What follows belongs to an exercise in optimizing a design on an open flow for small area; a production flow would make more cautious choices.
The RTL was checked by simulation tests, not by an equivalence proof against the original design.
No activity file was given, so power comes from the tool's default toggle rates.

Setup of the previous run:
==> module ltt, before the edit <==
module ltt (
    input  wire        clk,
    input  wire        rst,
    input  wire        op_valid,
    input  wire [47:0] op_word,
    output reg         op_done,
    output reg         op_err,
    output wire [7:0]  op_res,
    output wire        irq,
    output wire        txd,
    input  wire        rxd
);
    wire [3:0]  opsel = op_word[47:44];
    wire [15:0] f_a   = op_word[43:28];
    wire [15:0] f_b   = op_word[27:12];
    wire [2:0]  f_ps  = op_word[11:9];
    wire        f_m   = op_word[8];
    wire [7:0]  f_n   = op_word[7:0];
    wire        bsel  = f_n[0];
    wire ps_ok  = (f_ps != 3'd0) & ~(f_ps[2] & f_ps[1]);
    reg  busy;
    wire accept = op_valid & ~op_done & ~busy;
    wire is4 = ~opsel[3];
    wire is8 = opsel[3] & ~opsel[1] & ~opsel[0];
    wire is9 = opsel[3] & ~opsel[1] &  opsel[0];
    wire isA = opsel[3] &  opsel[1] & ~opsel[0];
    wire isB = opsel[3] &  opsel[1] &  opsel[0];
    wire ticks_zero, wait_done;
    wire op1 = (opsel == 4'h1);
    wire op2 = (opsel == 4'h2);
    wire op3 = (opsel == 4'h3);
    wire op4 = (opsel == 4'h4);
    wire n_zero   = (f_n == 8'd0);
    wire wait_ok  = op4 & ps_ok & ticks_zero;
    wire t_cfg    = accept & ((op1 & ps_ok) | (wait_ok & ~n_zero));
    wire t_clr    = accept & wait_ok & n_zero;
    wire t_stop   = (accept & op3) | t_clr;
    wire t_cb     = accept & op2 & (f_n == 8'h01);
    ltt_timer u_timer (
        .clk        (clk),
        .rst        (rst),
        .do_cfg     (t_cfg),
        .do_stop    (t_stop),
        .do_clr     (t_clr),
        .do_cb      (t_cb),
        .waiting    (busy & is4),
        .a          (f_a),
        .b          (f_b),
        .ps         (f_ps),
        .m          (f_m),
        .n          (f_n),
        .irq        (irq),
        .ticks_zero (ticks_zero),
        .wait_done  (wait_done)
    );
    wire       rx_valid;
    wire [7:0] rx_data;
    ltt_uart_rx u_rx (
        .clk   (clk),
        .rst   (rst),
        .rxd   (rxd),
        .valid (rx_valid),
        .data  (rx_data)
    );
    reg        pop_late;    
    wire [7:0] q_data;
    wire       q_empty;
    wire [3:0] q_hnext;
    wire [7:0] q_rin;
    wire       q_pop = busy & isB & ~q_empty;
    ltt_rx_fifo u_rxq (
        .clk      (clk),
        .rst      (rst),
        .push     (rx_valid),
        .wdata    (rx_data),
        .pop      (q_pop),
        .pop_late (pop_late),
        .rdata    (q_data),
        .empty    (q_empty),
        .hnext    (q_hnext),
        .rin      (q_rin)
    );
    assign op_res = q_data;
    reg [7:0] pbuf [0:8];
    reg [7:0] xbuf [0:8];
    reg [3:0] plen, xlen;    
    reg [3:0] pcc,  xcc;     
    reg [3:0] pnc,  xnc;     
    wire p_copy = (pcc != plen) & (pnc == 4'd0);
    wire x_copy = (xcc != xlen) & (xnc == 4'd0);
    wire [7:0] p_in = p_copy ? q_rin : pbuf[0];
    wire [7:0] x_in = x_copy ? q_rin : xbuf[0];
    wire [3:0] pnc_dec = (pnc == 4'd0) ? 4'd8 : pnc - 4'd1;
    wire [3:0] xnc_dec = (xnc == 4'd0) ? 4'd8 : xnc - 4'd1;
    integer i;
    always @(posedge clk) begin
        for (i = 0; i < 8; i = i + 1) begin
            pbuf[i] <= pbuf[i+1];
            xbuf[i] <= xbuf[i+1];
        end
        pbuf[8] <= p_in;
        xbuf[8] <= x_in;
    end
    wire [3:0] len    = bsel ? xlen : plen;
    wire       len9   = (len == 4'd9);
    wire       q_zero = (q_data == 8'd0);
    wire       rt_acc = accept & (opsel == 4'hB);
    wire       rt_store = q_pop & ~q_zero & ~len9;
    reg  [3:0] idx;    
    reg  [3:0] rc;     
    reg        cp;     
    wire [3:0] nc_sel = bsel ? xnc : pnc;
    wire [3:0] cc_sel = bsel ? xcc : pcc;
    wire [4:0] org    = {1'b0, nc_sel} - {1'b0, cc_sel};
    wire [3:0] org9   = org[4] ? org[3:0] + 4'd9 : org[3:0];
    wire [3:0] rc_dec = (rc == 4'd0) ? 4'd8 : rc - 4'd1;
    wire       st_last = (idx == len);
    wire       st_cap  = busy & isA & cp & (rc == 4'd1);
    wire tx_ready;
    wire tx_load = busy & (is8 | isA) & tx_ready;
    wire tx_wr   = (tx_load & (is8 | st_last)) | st_cap;
    wire [7:0] tx_data = is8 ? f_n : (st_cap ? (bsel ? x_in : p_in) : 8'h00);
    ltt_uart_tx u_tx (
        .clk   (clk),
        .rst   (rst),
        .load  (tx_load),
        .wr    (tx_wr),
        .data  (tx_data),
        .ready (tx_ready),
        .txd   (txd)
    );
    always @(posedge clk) begin
        rc  <= accept ? org9 : (st_cap ? rc : rc_dec);
        idx <= accept ? 4'd0 : idx + {3'd0, st_cap};
        pnc <= (rt_acc & ~bsel) ? q_hnext : (p_copy ? pnc : pnc_dec);
        xnc <= (rt_acc &  bsel) ? q_hnext : (x_copy ? xnc : xnc_dec);
    end
    wire done_busy = is4 ? wait_done :
                     is8 ? tx_ready :
                     is9 ? ~q_empty :
                     isA ? (tx_ready & st_last) :
                           (~q_empty & (q_zero | len9));
    wire op_busy   = opsel[3] & ~opsel[2];       
    wire go_busy   = op_busy | (wait_ok & ~n_zero);
    wire err_idle  = op1 ? ~ps_ok :
                     op2 ? (f_n[7:1] != 7'd0) :
                     op3 ? 1'b0 :
                     op4 ? ~(ps_ok & ticks_zero) : 1'b1;
    always @(posedge clk) begin
        op_err <= busy ? (opsel[1] & opsel[0] & ~q_zero) : err_idle;
        if (rst) begin
            busy     <= 1'b0;
            op_done  <= 1'b0;
            pop_late <= 1'b0;
            cp       <= 1'b0;
            plen     <= 4'd0;
            xlen     <= 4'd0;
            pcc      <= 4'd0;
            xcc      <= 4'd0;
        end else begin
            op_done  <= busy ? done_busy : (accept & ~go_busy);
            busy     <= busy ? ~done_busy : (accept & go_busy);
            pop_late <= busy & is9 & ~q_empty;
            if (tx_load & isA & ~st_last)
                cp <= 1'b1;
            else if (st_cap)
                cp <= 1'b0;
            if (rt_acc & ~bsel) begin
                plen <= 4'd0;
                pcc  <= 4'd0;
            end else begin
                plen <= plen + {3'd0, rt_store & ~bsel};
                pcc  <= pcc + {3'd0, p_copy};
            end
            if (rt_acc & bsel) begin
                xlen <= 4'd0;
                xcc  <= 4'd0;
            end else begin
                xlen <= xlen + {3'd0, rt_store & bsel};
                xcc  <= xcc + {3'd0, x_copy};
            end
        end
    end
endmodule
export LEC_CHECK = 0
export ABC_AREA = 1
export CAP_MARGIN = 20
export CORE_MARGIN = 2
export CORE_UTILIZATION = 40
export SLEW_MARGIN = 20
create_clock -name core_clock -period 10.0 [get_ports {clk}]
standard.sh (not shown) runs the stock make flow with config.mk's settings and CLKGATE_MAP_FILE= SYNTH_SCRIPT=/design/flow/synth_recipe.tcl, a recipe that flattens the netlist after the stock synthesis.
==> flow/flow/run.sh <==
#!/bin/bash
set -euo pipefail
export BUFFER_PORTS_ARGS="-buffer_cell sky130_fd_sc_hd__buf_1"
export CTS_ARGS="-sink_clustering_enable -repair_clock_nets -dont_use_dummy_load -sink_clustering_size 10 -sink_clustering_max_diameter 40 -buf_list sky130_fd_sc_hd__clkbuf_4"

bash standard.sh synth > standard_synth.log 2>&1

RES=orfs/results/$FLOW_PLATFORM/ltt/base
PLAT=$FLOW_HOME/platforms/$FLOW_PLATFORM
cp $RES/1_2_yosys.v standard_1_2_yosys.v
export RESYN_NETLIST=$RES/1_2_yosys.v
export RESYN_LIB=$PLAT/lib/sky130_fd_sc_hd__tt_025C_1v80.lib
export RESYN_DONT_USE="$(make -s -C $FLOW_HOME DESIGN_CONFIG=$PWD/config.mk print-DONT_USE_CELLS 2>/dev/null | sed -n 's/^DONT_USE_CELLS: //p')"
echo "dont_use: $RESYN_DONT_USE" > resyn_dont_use.log
[[ -n "$RESYN_DONT_USE" ]]
yosys -c flow/resyn.tcl > resyn.log 2>&1
rm -f $RES/1_synth.odb $RES/1_synth.sdc

bash standard.sh > standard_layout.log 2>&1
Other scripts of this flow, unchanged in this note and not shown: flow/flow/resyn.tcl
--- input diff the previous run..the current run ---
diff --git a/flow/design.v b/flow/design.v
--- a/flow/design.v
+++ b/flow/design.v
@@ -302,22 +302,19 @@
     wire       len9   = (len == 4'd9);
     wire       q_zero = (q_data == 8'd0);
     wire       rt_acc = accept & (opsel == 4'hB);
     wire       rt_store = q_pop & ~q_zero & ~len9;
-    reg  [3:0] idx;    
-    reg  [3:0] rc;     
+    reg  [3:0] rem;    
     reg        cp;     
-    wire [3:0] nc_sel = bsel ? xnc : pnc;
-    wire [3:0] cc_sel = bsel ? xcc : pcc;
-    wire [4:0] org    = {1'b0, nc_sel} - {1'b0, cc_sel};
-    wire [3:0] org9   = org[4] ? org[3:0] + 4'd9 : org[3:0];
-    wire [3:0] rc_dec = (rc == 4'd0) ? 4'd8 : rc - 4'd1;
-    wire       st_last = (idx == len);
-    wire       st_cap  = busy & isA & cp & (rc == 4'd1);
+    wire [3:0] nc_sel  = bsel ? xnc : pnc;
+    wire       cc_done = bsel ? (xcc == xlen) : (pcc == plen);
+    wire [3:0] rem9    = (rem == 4'd9) ? 4'd0 : rem;
+    wire       st_last = (rem == 4'd0);
+    wire       st_cap  = busy & isA & cp & cc_done & (nc_sel == rem9);
     wire tx_ready;
     wire tx_load = busy & (is8 | isA) & tx_ready;
-    wire tx_wr   = (tx_load & (is8 | st_last)) | st_cap;
-    wire [7:0] tx_data = is8 ? f_n : (st_cap ? (bsel ? x_in : p_in) : 8'h00);
+    wire tx_wr   = (tx_load & is8) | st_cap;
+    wire [7:0] tx_data = is8 ? f_n : (bsel ? x_in : p_in);
     ltt_uart_tx u_tx (
         .clk   (clk),
         .rst   (rst),
         .load  (tx_load),
@@ -326,10 +323,9 @@
         .ready (tx_ready),
         .txd   (txd)
     );
     always @(posedge clk) begin
-        rc  <= accept ? org9 : (st_cap ? rc : rc_dec);
-        idx <= accept ? 4'd0 : idx + {3'd0, st_cap};
+        rem <= accept ? len : rem - {3'd0, st_cap};
         pnc <= (rt_acc & ~bsel) ? q_hnext : (p_copy ? pnc : pnc_dec);
         xnc <= (rt_acc &  bsel) ? q_hnext : (x_copy ? xnc : xnc_dec);
     end
     wire done_busy = is4 ? wait_done :
==> notes.md <==
- Measured against each other, the current run and the previous run differ in count of inverters not on the clock network in the layout, the higher figure coming from the previous run.
- The current run against the previous run: final instance area moved down; total power moved down; final routed wirelength across all metal layers moved down.
- Compare the current run and the previous run | cell count along the critical path lower: the previous run
- Cmp the current run vs the previous run: total power divided by cell area lower in the current run

re-timing with driven ports:
The flow's constraints put no driver on any port. The routed layouts listed below were extracted and timed again, unchanged, in two steps.
Step 1 (the two cells are an assumption about what drives the block):
set clk [get_ports {clk}]
set_driving_cell -lib_cell sky130_fd_sc_hd__clkbuf_16 $clk
set_driving_cell -lib_cell sky130_fd_sc_hd__buf_2 [delete_from_list [all_inputs] $clk]
Step 2 times the ports against the registers' clock, not the clock port: input delays grow and output delays shrink by t, the midpoint of the rising clock arrivals with the driver on.
Three values: ideal, step 1, step 2; two values: the first two.
run	t, ns	setup slack, ns	worst setup path at the end	worst register clock-pin slew, ns	worst slew at a driven data input, ns
the previous run	0.708	4.379 / 4.328 / 4.022	input to register	0.11 / 0.11	0.09
the current run	0.680	4.166 / 4.126 / 4.429	input to register	0.10 / 0.10	0.07
After both steps every run listed still meets setup and hold. The setup slack of the previous run, which loses most, moves by -0.051 ns with the drivers and by -0.357 ns with both steps.
